This design comes from an exercise in tuning for small area on the open sky130 flow, not from production work. RTL that was checked went through simulation tests only; none was proved equivalent to the original. The clock port is modelled as an ideal driver; clocking choices that lean on that would not hold on a real chip.

before:
==> flow/design.v <==
module synth_osc (
    input  wire        en,        
    input  wire        kind,      
    input  wire [11:0] period,
    input  wire        u,
    input  wire [10:0] z,
    output wire        next_u,
    output wire [10:0] next_z,
    output wire [16:0] addend
);
    wire [10:0] half = period[11:1];
    wire [11:0] zi   = z + 1'b1;
    wire        eq1  = (zi == {1'b0, half});       
    wire        eq2  = (z == half);                
    wire        wrap  = u && (period[0] ? eq2 : eq1);
    wire        at_h  = !u && eq1;
    wire        upper = u && !wrap;                
    assign next_u = upper || at_h;
    assign next_z = (wrap || at_h) ? 11'd0 : zi[10:0];
    wire [10:0] y  = z;
    wire [15:0] lo = {5'b11111, ~z};
    reg [11:0] r, a, b, t;
    reg [12:0] cy;
    reg [15:0] f;
    reg        sub;
    integer i, j;
    always @(*) begin
        r = {1'b0, y};
        for (i = 15; i >= 0; i = i - 1) begin
            sub   = !r[11];
            a     = {r[10:0], lo[i]};
            b     = {1'b0, half} ^ {12{sub}};
            cy[0] = sub;
            for (j = 0; j < 12; j = j + 1) begin
                t[j]    = a[j] ^ b[j] ^ cy[j];
                cy[j+1] = (a[j] & b[j]) | (cy[j] & (a[j] ^ b[j]));
            end
            f[i] = !t[11];
            r    = t;
        end
    end
    wire is_tri = en && kind;
    assign addend = {is_tri & at_h,
                     (is_tri ? (f & {16{!wrap}}) : 16'hffff) ^ {16{!(en && upper)}}};
endmodule
module voice_synth (
    input  wire        clk,
    input  wire        rst,
    input  wire [15:0] cfg_divisor,
    input  wire [3:0]  cfg_kind,
    input  wire [47:0] cfg_period,
    input  wire        tx_ready,
    output reg  [7:0]  tx_data,
    output reg         tx_accept
);
    localparam [1:0] P_COMPUTE = 2'd0, P_SENDACK = 2'd1, P_IDLE = 2'd2;
    reg [1:0] ph;
    reg [1:0] k;
    reg [15:0] w;
    reg        z;
    reg [11:0] c0, c1, c2, c3;
    reg [1:0]  pos;
    reg [11:0] per;      
    reg [1:0]  step;
    reg        fresh;
    reg [17:0] acc;
    wire [1:0] pos_next = pos + 1'b1;
    wire xfer = (ph == P_SENDACK) && tx_ready;
    wire run  = xfer || (step != 2'd0);
    wire [11:0] nphase;
    wire [16:0] addend;
    synth_osc unit (
        .en         (run),
        .kind       (cfg_kind[pos]),
        .period     (per),
        .u          (c0[11]),
        .z          (c0[10:0]),
        .next_u     (nphase[11]),
        .next_z     (nphase[10:0]),
        .addend     (addend)
    );
    wire [2:0]  ntri = cfg_kind[0] + cfg_kind[1] + cfg_kind[2] + cfg_kind[3];
    wire [17:0] base = xfer ? -{15'd0, ntri} : acc;
    wire [17:0] add18 = {1'b0, addend};
    reg  [17:0] acc_sum;
    reg  [18:0] acy;
    reg         ap;
    integer n;
    always @(*) begin
        acy[0] = 1'b0;
        for (n = 0; n < 18; n = n + 1) begin
            ap         = base[n] ^ add18[n];
            acc_sum[n] = ap ^ acy[n];
            acy[n+1]   = ap ? acy[n] : base[n];
        end
    end
    always @(posedge clk) begin
        c0 <= c1; c1 <= c2; c2 <= c3;
        c3 <= run ? nphase : (fresh ? 12'd0 : c0);
        pos <= pos + 1'b1;
        per <= cfg_period[pos_next*12 +: 12];
        if (rst) begin
            ph        <= P_COMPUTE;
            k         <= 2'd0;
            tx_accept <= 1'b0;
            tx_data   <= 8'd0;
            w         <= cfg_divisor;
            z         <= 1'b1;
            step      <= 2'd0;
            fresh     <= 1'b1;
            c3        <= 12'd0;
            pos       <= 2'd0;
            acc <= {(ntri == 3'd0) ? 8'd0   :
                    (ntri == 3'd1) ? 8'd63  :
                    (ntri == 3'd2) ? 8'd127 :
                    (ntri == 3'd3) ? 8'd191 : 8'd255, 10'd0};
        end else begin
            z <= (w == 16'd1);
            w <= (w == 16'd1) ? cfg_divisor : w - 1'b1;
            case (ph)
                P_COMPUTE: begin
                    if (k == 2'd2) begin
                        ph <= P_SENDACK;
                        k  <= 2'd0;
                    end else
                        k <= k + 1'b1;
                end
                P_SENDACK: begin
                    if (tx_ready) begin
                        ph        <= P_IDLE;
                        tx_accept <= 1'b1;
                        tx_data   <= acc[17:10];
                    end else
                        k <= 2'd1;
                end
                default: begin
                    tx_accept <= 1'b0;
                    if (z)
                        ph <= P_COMPUTE;
                    else if (k != 2'd2)
                        k <= k + 1'b1;
                end
            endcase
            acc <= acc_sum;
            if (run) begin
                fresh <= 1'b0;
                step  <= step + 1'b1;
            end
        end
    end
endmodule
Settings: LEC_CHECK=0, CAP_MARGIN=0, CORE_MARGIN=2, CORE_UTILIZATION=50, GPL_TIMING_DRIVEN=0, SLEW_MARGIN=0; clock period 90.0 ns.
standard.sh (not shown) runs the stock make flow with config.mk's settings and CLKGATE_MAP_FILE= SYNTH_SCRIPT=/design/flow/synth_recipe.tcl, a recipe that flattens the netlist after the stock synthesis.
==> flow/flow/run.sh <==
#!/bin/bash
# The standard layout (standard.sh) with these changes:
#  - synthesis maps the logic for area (flow/synth_area.tcl);
#  - the ports are buffered by the smallest buffer instead of the one
#    buffer_ports picks by default;
#  - the clock tree is built of clkbuf_8 cells, without dummy loads, and
#    after CTS each of them that can drive its clock pins with a slew of at
#    most 100 ps becomes a clkbuf_4 (flow/post_cts.tcl).
# Every step's full log is in orfs/logs/ as ORFS writes it; make's own output
# is in standard_finish.log.
set -euo pipefail
W=$(pwd)
export AREA_ABC_SCRIPT=$W/flow/abc_area.script
export FLOW_SYNTH_TCL=$W/synth_recipe.tcl
export BUFFER_PORTS_ARGS="-buffer_cell sky130_fd_sc_hd__buf_1"
export CTS_ARGS="-sink_clustering_enable -repair_clock_nets -dont_use_dummy_load -buf_list sky130_fd_sc_hd__clkbuf_8"
export POST_CTS_TCL=$W/flow/post_cts.tcl
sed "s#SYNTH_SCRIPT=[^ ]*#SYNTH_SCRIPT=$W/flow/synth_area.tcl#" standard.sh > standard_area.sh
grep -q "SYNTH_SCRIPT=$W/flow/synth_area.tcl" standard_area.sh
bash standard_area.sh finish > standard_finish.log 2>&1
Other scripts of this flow, unchanged in this note and not shown: flow/flow/abc_area.script, flow/flow/post_cts.tcl, flow/flow/synth_area.tcl
Setup changes, before to after
--- a/flow/design.v
+++ b/flow/design.v
@@ -15,12 +15,12 @@
     wire        wrap  = u && (period[0] ? eq2 : eq1);
     wire        at_h  = !u && eq1;
     wire        upper = u && !wrap;                
     assign next_u = upper || at_h;
     assign next_z = (wrap || at_h) ? 11'd0 : zi[10:0];
-    wire [10:0] y  = z;
-    wire [15:0] lo = {5'b11111, ~z};
+    wire [10:0] y  = z & {11{!wrap}};
+    wire [15:0] lo = {{5{!wrap}}, ~z & {11{!wrap}}};
     reg [11:0] r, a, b, t;
     reg [12:0] cy;
     reg [15:0] f;
     reg        sub;
     integer i, j;
@@ -38,12 +38,11 @@
             f[i] = !t[11];
             r    = t;
         end
     end
     wire is_tri = en && kind;
-    assign addend = {is_tri & at_h,
-                     (is_tri ? (f & {16{!wrap}}) : 16'hffff) ^ {16{!(en && upper)}}};
+    assign addend = {is_tri & at_h, (is_tri ? f : 16'hffff) ^ {16{!(en && upper)}}};
 endmodule
 module voice_synth (
     input  wire        clk,
     input  wire        rst,
     input  wire [15:0] cfg_divisor,
@@ -82,18 +81,16 @@
     wire [2:0]  ntri = cfg_kind[0] + cfg_kind[1] + cfg_kind[2] + cfg_kind[3];
     wire [17:0] base = xfer ? -{15'd0, ntri} : acc;
     wire [17:0] add18 = {1'b0, addend};
     reg  [17:0] acc_sum;
     reg  [18:0] acy;
-    reg         ap;
     integer n;
     always @(*) begin
         acy[0] = 1'b0;
         for (n = 0; n < 18; n = n + 1) begin
-            ap         = base[n] ^ add18[n];
-            acc_sum[n] = ap ^ acy[n];
-            acy[n+1]   = ap ? acy[n] : base[n];
+            acc_sum[n] = base[n] ^ add18[n] ^ acy[n];
+            acy[n+1]   = (base[n] & add18[n]) | (acy[n] & (base[n] ^ add18[n]));
         end
     end
     always @(posedge clk) begin
         c0 <= c1; c1 <= c2; c2 <= c3;
         c3 <= run ? nphase : (fresh ? 12'd0 : c0);
Notes after the runs:
- Comparing before and after, the higher number of cell instances on the worst register-to-register path is on after.
- after ends up with a wire length on met1 that is about 1% lower than in before.
- Re number of max-slew violations in the final report: no difference whatsoever between after and before.
- Taking after over before, the last weighted congestion value of the routability-driven placer ratio works out to 0.943.
- Going from before to after, multi-input gate area in the final layout up 130 um2, setup slack on the worst flop-to-flop path down 7.71 ns, via count up 285, synthesized area up about 1.4%.
- met3 wire length up about 25% in after wrt before
- Compared with before, in after area added between synthesis and finish has remained practically unchanged; cell area after layout went up 1.5%.
- Compared with before, in after setup slack now smaller; wire length increased about 4%.

========
## the reference run
Another version of the RTL of voice_synth (not shown whole).
Size: about 1,200 cells after synthesis, about 110 flip-flops, roughly 80 I/O pins, roughly 11,000 µm² of cells after synthesis.
==> module synth_osc, before the edit <==
module synth_osc (
    input  wire        en,        
    input  wire        kind,      
    input  wire [11:0] period,
    input  wire        u,
    input  wire [10:0] z,
    output wire        next_u,
    output wire [10:0] next_z,
    output wire [16:0] addend
);
    wire [10:0] half = period[11:1];
    wire [11:0] zi   = z + 1'b1;
    wire        eq1  = (zi == {1'b0, half});       
    wire        eq2  = (z == half);                
    wire        wrap  = u && (period[0] ? eq2 : eq1);
    wire        at_h  = !u && eq1;
    wire        upper = u && !wrap;                
    assign next_u = upper || at_h;
    assign next_z = (wrap || at_h) ? 11'd0 : zi[10:0];
    wire [10:0] y  = z & {11{!wrap}};
    wire [15:0] lo = {{5{!wrap}}, ~z & {11{!wrap}}};
    reg [11:0] r, a, b, t;
    reg [12:0] cy;
    reg [15:0] f;
    reg        sub;
    integer i, j;
    always @(*) begin
        r = {1'b0, y};
        for (i = 15; i >= 0; i = i - 1) begin
            sub   = !r[11];
            a     = {r[10:0], lo[i]};
            b     = {1'b0, half} ^ {12{sub}};
            cy[0] = sub;
            for (j = 0; j < 12; j = j + 1) begin
                t[j]    = a[j] ^ b[j] ^ cy[j];
                cy[j+1] = (a[j] & b[j]) | (cy[j] & (a[j] ^ b[j]));
            end
            f[i] = !t[11];
            r    = t;
        end
    end
    wire is_tri = en && kind;
    assign addend = {is_tri & at_h, (is_tri ? f : 16'hffff) ^ {16{!(en && upper)}}};
endmodule
==> module voice_synth, before the edit <==
module voice_synth (
    input  wire        clk,
    input  wire        rst,
    input  wire [15:0] cfg_divisor,
    input  wire [3:0]  cfg_kind,
    input  wire [47:0] cfg_period,
    input  wire        tx_ready,
    output reg  [7:0]  tx_data,
    output reg         tx_accept
);
    localparam [1:0] P_COMPUTE = 2'd0, P_SENDACK = 2'd1, P_IDLE = 2'd2;
    reg [1:0] ph;
    reg [1:0] k;
    reg [15:0] w;
    reg        z;
    reg [11:0] c0, c1, c2, c3;
    reg [1:0]  pos;
    reg [11:0] per;      
    reg [1:0]  step;
    reg        fresh;
    reg [17:0] acc;
    wire [1:0] pos_next = pos + 1'b1;
    wire xfer = (ph == P_SENDACK) && tx_ready;
    wire run  = xfer || (step != 2'd0);
    wire [11:0] nphase;
    wire [16:0] addend;
    synth_osc unit (
        .en         (run),
        .kind       (cfg_kind[pos]),
        .period     (per),
        .u          (c0[11]),
        .z          (c0[10:0]),
        .next_u     (nphase[11]),
        .next_z     (nphase[10:0]),
        .addend     (addend)
    );
    wire [2:0]  ntri = cfg_kind[0] + cfg_kind[1] + cfg_kind[2] + cfg_kind[3];
    wire [17:0] base = xfer ? -{15'd0, ntri} : acc;
    always @(posedge clk) begin
        c0 <= c1; c1 <= c2; c2 <= c3;
        c3 <= run ? nphase : (fresh ? 12'd0 : c0);
        pos <= pos + 1'b1;
        per <= cfg_period[pos_next*12 +: 12];
        if (rst) begin
            ph        <= P_COMPUTE;
            k         <= 2'd0;
            tx_accept <= 1'b0;
            tx_data   <= 8'd0;
            w         <= cfg_divisor;
            z         <= 1'b1;
            step      <= 2'd0;
            fresh     <= 1'b1;
            c3        <= 12'd0;
            pos       <= 2'd0;
            acc <= {(ntri == 3'd0) ? 8'd0   :
                    (ntri == 3'd1) ? 8'd63  :
                    (ntri == 3'd2) ? 8'd127 :
                    (ntri == 3'd3) ? 8'd191 : 8'd255, 10'd0};
        end else begin
            z <= (w == 16'd1);
            w <= (w == 16'd1) ? cfg_divisor : w - 1'b1;
            case (ph)
                P_COMPUTE: begin
                    if (k == 2'd2) begin
                        ph <= P_SENDACK;
                        k  <= 2'd0;
                    end else
                        k <= k + 1'b1;
                end
                P_SENDACK: begin
                    if (tx_ready) begin
                        ph        <= P_IDLE;
                        tx_accept <= 1'b1;
                        tx_data   <= acc[17:10];
                    end else
                        k <= 2'd1;
                end
                default: begin
                    tx_accept <= 1'b0;
                    if (z)
                        ph <= P_COMPUTE;
                    else if (k != 2'd2)
                        k <= k + 1'b1;
                end
            endcase
            acc <= base + addend;
            if (run) begin
                fresh <= 1'b0;
                step  <= step + 1'b1;
            end
        end
    end
endmodule
Settings: LEC_CHECK=0, CAP_MARGIN=0, CORE_MARGIN=2, CORE_UTILIZATION=50, SLEW_MARGIN=0; clock period 90.0 ns.
run.sh (not shown) runs the stock make flow with config.mk's settings and CLKGATE_MAP_FILE= SYNTH_SCRIPT=/design/flow/synth_recipe.tcl, a recipe that flattens the netlist after the stock synthesis.
Stock flow here: none of the scripts above is used.
Here is what was changed in the inputs of the trial run compared with the reference run.
diff --git a/flow/design.v b/flow/design.v
--- a/flow/design.v
+++ b/flow/design.v
@@ -1,24 +1,19 @@
 module synth_osc (
-    input  wire        en,        
     input  wire        kind,      
     input  wire [11:0] period,
-    input  wire        u,
-    input  wire [10:0] z,
-    output wire        next_u,
-    output wire [10:0] next_z,
+    input  wire [11:0] phase,     
+    output wire [11:0] next_phase,
     output wire [16:0] addend
 );
     wire [10:0] half = period[11:1];
-    wire [11:0] zi   = z + 1'b1;
-    wire        eq1  = (zi == {1'b0, half});       
-    wire        eq2  = (z == half);                
-    wire        wrap  = u && (period[0] ? eq2 : eq1);
-    wire        at_h  = !u && eq1;
-    wire        upper = u && !wrap;                
-    assign next_u = upper || at_h;
-    assign next_z = (wrap || at_h) ? 11'd0 : zi[10:0];
-    wire [10:0] y  = z & {11{!wrap}};
-    wire [15:0] lo = {{5{!wrap}}, ~z & {11{!wrap}}};
+    wire [11:0] inc  = phase + 1'b1;
+    wire        wrap = (inc == period);
+    assign next_phase = wrap ? 12'd0 : inc;
+    wire [12:0] e     = {1'b0, phase} - {2'b0, half};
+    wire        upper = !wrap && !e[12];           
+    wire        at_h  = &e;                        
+    wire [10:0] y  = wrap ? 11'd0 : upper ? e[10:0] : phase[10:0];
+    wire [15:0] lo = {{5{!wrap}}, ~y & {11{!wrap}}};
     reg [11:0] r, a, b, t;
     reg [12:0] cy;
     reg [15:0] f;
@@ -39,8 +34,7 @@
             r    = t;
         end
     end
-    wire is_tri = en && kind;
-    assign addend = {is_tri & at_h, (is_tri ? f : 16'hffff) ^ {16{!(en && upper)}}};
+    assign addend = {kind & at_h, (kind ? f : 16'hffff) ^ {16{!upper}}};
 endmodule
 module voice_synth (
     input  wire        clk,
@@ -59,23 +53,18 @@
     reg        z;
     reg [11:0] c0, c1, c2, c3;
     reg [1:0]  pos;
-    reg [11:0] per;      
     reg [1:0]  step;
     reg        fresh;
     reg [17:0] acc;
-    wire [1:0] pos_next = pos + 1'b1;
     wire xfer = (ph == P_SENDACK) && tx_ready;
     wire run  = xfer || (step != 2'd0);
     wire [11:0] nphase;
     wire [16:0] addend;
     synth_osc unit (
-        .en         (run),
         .kind       (cfg_kind[pos]),
-        .period     (per),
-        .u          (c0[11]),
-        .z          (c0[10:0]),
-        .next_u     (nphase[11]),
-        .next_z     (nphase[10:0]),
+        .period     (cfg_period[pos*12 +: 12]),
+        .phase      (c0),
+        .next_phase (nphase),
         .addend     (addend)
     );
     wire [2:0]  ntri = cfg_kind[0] + cfg_kind[1] + cfg_kind[2] + cfg_kind[3];
@@ -84,7 +73,6 @@
         c0 <= c1; c1 <= c2; c2 <= c3;
         c3 <= run ? nphase : (fresh ? 12'd0 : c0);
         pos <= pos + 1'b1;
-        per <= cfg_period[pos_next*12 +: 12];
         if (rst) begin
             ph        <= P_COMPUTE;
             k         <= 2'd0;
@@ -96,10 +84,10 @@
             fresh     <= 1'b1;
             c3        <= 12'd0;
             pos       <= 2'd0;
-            acc <= {(ntri == 3'd0) ? 8'd0   :
-                    (ntri == 3'd1) ? 8'd63  :
-                    (ntri == 3'd2) ? 8'd127 :
-                    (ntri == 3'd3) ? 8'd191 : 8'd255, 10'd0};
+            acc[17:10] <= (ntri == 3'd0) ? 8'd0   :
+                          (ntri == 3'd1) ? 8'd63  :
+                          (ntri == 3'd2) ? 8'd127 :
+                          (ntri == 3'd3) ? 8'd191 : 8'd255;
         end else begin
             z <= (w == 16'd1);
             w <= (w == 16'd1) ? cfg_divisor : w - 1'b1;
@@ -127,10 +115,10 @@
                         k <= k + 1'b1;
                 end
             endcase
-            acc <= base + addend;
             if (run) begin
                 fresh <= 1'b0;
                 step  <= step + 1'b1;
+                acc   <= base + addend;
             end
         end
     end
### Flow results
Fraction of final layout cells with drive strength greater than 1 (higher): the trial run. [compare] base=the reference run new=the trial run: global-route usage rose by 1.2 points; first-pass GRT wire length rose by about 5.5%; fraction of area in registers fell by 1.7 points. [compare] base=the reference run new=the trial run: cell count went up, vertical die dimension +about 1.1%, portion of the clock cycle consumed by the worst path in the final layout moved up.
No functional check of the RTL was part of the trial run.

static timing again, ports no longer ideal:
In the flow no input, the clock included, has a driving cell. The finished layouts below were timed again as built, in two steps. Step 1 (the two cells are an assumption about what drives the block):
set clk [get_ports {clk}]
set_driving_cell -lib_cell sky130_fd_sc_hd__clkbuf_16 $clk
set_driving_cell -lib_cell sky130_fd_sc_hd__buf_2 [delete_from_list [all_inputs] $clk]
Step 2 adds t to the input delays and takes it off the output delays; t is the mean of the earliest and latest rising clock arrival at the registers after step 1. Input paths then give back, and output paths get back, about the clock's delay inside the block. Three values: ideal ports, drivers, drivers and shift; two values: the first two.
| run | shift t [ns] | setup slack, ns | worst register clock-pin slew, ns | worst slew at a driven data input, ns | pins driven straight from the clock port |
|---|---|---|---|---|---|
| before | 0.419 | 26.142 / 26.142 / 26.142 | 0.09 / 0.09 | 0.04 | 1 |
| after | 0.429 | 18.433 / 18.433 / 18.433 | 0.09 / 0.09 | 0.05 | 1 |
| the reference run | 0.455 | 16.362 / 16.362 / 16.362 | 0.06 / 0.06 | 0.06 | 1 |
| the trial run | 0.387 | 3.124 / 3.109 / 2.722 | 0.08 / 0.08 | 0.06 | 1 |
After both steps every run listed still meets setup and hold. The setup slack of the trial run, which loses most, moves by -0.015 ns with the drivers and by -0.402 ns with both steps.
